Context: an optimization exercise on an open-source flow, tuned for small area. The choices shown serve that exercise and are no tape-out recipe. Only simulation tests tie the RTL to the original design; equivalence was not proved. Power is estimated from default activity; no workload was simulated.

Design tempmon_core, start of the top module:
module tempmon_core (
    input  wire        clk,
    input  wire        rst,
    input  wire        cmd_valid,
    input  wire [15:0] cmd_word,
    input  wire        tick_valid,
    output wire        ready,
    output reg  [15:0] resp,
    input  wire [15:0] rx_avail,
    input  wire [7:0]  rx_data,
    output wire        rx_pop,
    output wire        tx_valid,
    output wire [7:0]  tx_data,
    input  wire        tx_ready
);
For scale: roughly 2000 cells after synthesis, about 0.021 mm² of cells after synthesis.
Settings: LEC_CHECK=0, CAP_MARGIN=20, CORE_MARGIN=2, CORE_UTILIZATION=55, PLACE_DENSITY=0.7, SLEW_MARGIN=20; clock period 8.0 ns.
standard.sh (not shown) runs the stock make flow with config.mk's settings and CLKGATE_MAP_FILE= SYNTH_SCRIPT=/design/flow/synth_recipe.tcl, a recipe that flattens the netlist after the stock synthesis.
==> flow/flow/run.sh <==
#!/bin/bash
# Layout flow: the standard flow (standard.sh) with three changes.
#
#  1. Logic re-mapping.  After the standard synthesis, the combinational
#     cells of its netlist are mapped again with an area-oriented ABC script
#     (abc_area.scr).  Every flip-flop instance of the standard netlist is
#     kept as it is (same name, cell type and connections); only the gates
#     between them change.  The new netlist is used only if a SAT proof shows
#     that, with the flip-flops cut open, each flip-flop input and each output
#     port computes the same function as in the standard netlist
#     (cut_regs.py makes the cut); otherwise the standard netlist is kept.
#  2. The port buffers that placement inserts are buf_1 cells.
#  3. Clock tree synthesis inserts no dummy loads; CTS_OPTS below sets the
#     clock buffers and sink clusters.
#
# Logs, one per tool run, in this folder: flow_synth.log (standard synthesis),
# flow_remap.log (re-mapping), flow_equiv.log (proof), flow_make.log (the
# rest of the flow); each ORFS step also keeps its own log under orfs/logs/.
set -euo pipefail

CTS_OPTS='-sink_clustering_enable -repair_clock_nets -dont_use_dummy_load -buf_list sky130_fd_sc_hd__clkbuf_16 -sink_clustering_size 25 -sink_clustering_max_diameter 100'
KNOBS=('BUFFER_PORTS_ARGS=-buffer_cell sky130_fd_sc_hd__buf_1' "CTS_ARGS=$CTS_OPTS")

RES=orfs/results/${FLOW_PLATFORM}/tempmon_core/base
LOGS=orfs/logs/${FLOW_PLATFORM}/tempmon_core/base
LIB=${FLOW_HOME}/platforms/${FLOW_PLATFORM}/lib/sky130_fd_sc_hd__tt_025C_1v80.lib
TOP=${FLOW_TOP}
YOSYS=$(command -v yosys || echo "$FLOW_HOME/../tools/install/yosys/bin/yosys")

# 1. standard synthesis
bash standard.sh "${KNOBS[@]}" synth > flow_synth.log 2>&1

# 2. re-map the gates between the flip-flops, keeping the don't-use list
cp "$RES/1_2_yosys.v" std_netlist.v
DONT_USE=$(grep -o -- '-dont_use [A-Za-z0-9_]*' "$LOGS/1_2_yosys.log" | sort -u | tr '\n' ' ')
"$YOSYS" -p "read_liberty -ignore_miss_func $LIB; read_verilog std_netlist.v; hierarchy -top $TOP;
  setattr -mod -set keep_hierarchy 1 sky130_fd_sc_hd__dfxtp_1 sky130_fd_sc_hd__edfxtp_1;
  flatten; select $TOP; rename -hide w:*.*; select -clear; opt -purge;
  abc -liberty $LIB $DONT_USE -script flow/abc_area.scr;
  setundef -zero; splitnets; opt_clean -purge;
  hilomap -singleton -hicell sky130_fd_sc_hd__conb_1 HI -locell sky130_fd_sc_hd__conb_1 LO;
  insbuf -buf sky130_fd_sc_hd__buf_4 A X; opt_clean -purge;
  select $TOP; write_verilog -noattr -noexpr -nohex -nodec -selected remap_netlist.v" \
  > flow_remap.log 2>&1

# the flip-flops must be exactly the standard netlist's
ffs() { grep -E 'sky130_fd_sc_hd__e?dfxtp_1 ' "$1" | sort; }
use_remap=0
if [[ "$(ffs std_netlist.v)" == "$(ffs remap_netlist.v)" ]]; then
  python3 flow/cut_regs.py std_netlist.v std_cut.v > /dev/null
  python3 flow/cut_regs.py remap_netlist.v remap_cut.v > /dev/null
  if "$YOSYS" -p "read_liberty -ignore_miss_func $LIB; read_verilog std_cut.v; rename $TOP gold;
      read_verilog remap_cut.v; rename $TOP gate;
      miter -equiv -flatten -make_assert -ignore_gold_x gold gate miter; hierarchy -top miter;
      flatten; opt -fast; sat -verify -prove-asserts miter" > flow_equiv.log 2>&1; then
    use_remap=1
  fi
fi
echo "use_remap=$use_remap" >> flow_equiv.log
if [[ $use_remap == 1 ]]; then
  cp remap_netlist.v "$RES/1_2_yosys.v"
  rm -f "$RES/1_synth.odb" "$RES/1_synth.sdc"
fi

# 3. the rest of the flow
bash standard.sh "${KNOBS[@]}" finish > flow_make.log 2>&1
Other scripts of this flow, unchanged in this note and not shown: flow/flow/abc_area.scr, flow/flow/cut_regs.py
The starting point produced a clean layout.
Next try:
--- a/flow/flow/run.sh
+++ b/flow/flow/run.sh
@@ -19,5 +19,5 @@
 set -euo pipefail
 
-CTS_OPTS='-sink_clustering_enable -repair_clock_nets -dont_use_dummy_load -buf_list sky130_fd_sc_hd__clkbuf_16 -sink_clustering_size 25 -sink_clustering_max_diameter 100'
+CTS_OPTS='-sink_clustering_enable -repair_clock_nets -dont_use_dummy_load -buf_list sky130_fd_sc_hd__clkbuf_8 -sink_clustering_size 16 -sink_clustering_max_diameter 60'
 KNOBS=('BUFFER_PORTS_ARGS=-buffer_cell sky130_fd_sc_hd__buf_1' "CTS_ARGS=$CTS_OPTS")
 
The new run ran to the end with no violations.
Total power shrinks by 2.1%.
Via count shrinks by 0.40%.
Design area is about the same.

separate check: timing with driven ports:
Ports are ideal in the flow. The routed layouts listed here were re-timed in OpenROAD. Step 1: set_driving_cell puts a clkbuf_16 on clk and a buf_2 on each other input, an assumption about the parent block. Step 2 also shifts input and output timing later by t, the mid clock arrival at the registers, as if the neighbouring blocks saw the same clock. a / b / c = no drivers / after step 1 / after step 2; a / b = the first two.
run	shift t [ns]	slack for setup (ns)	worst slew at a driven data input, ns	pins driven straight from the clock port
the first run	0.623	1.124 / 1.124 / 1.124	0.04	1
the second run	0.702	1.101 / 1.101 / 1.101	0.04	1
After both steps setup and hold are still met in every run listed.
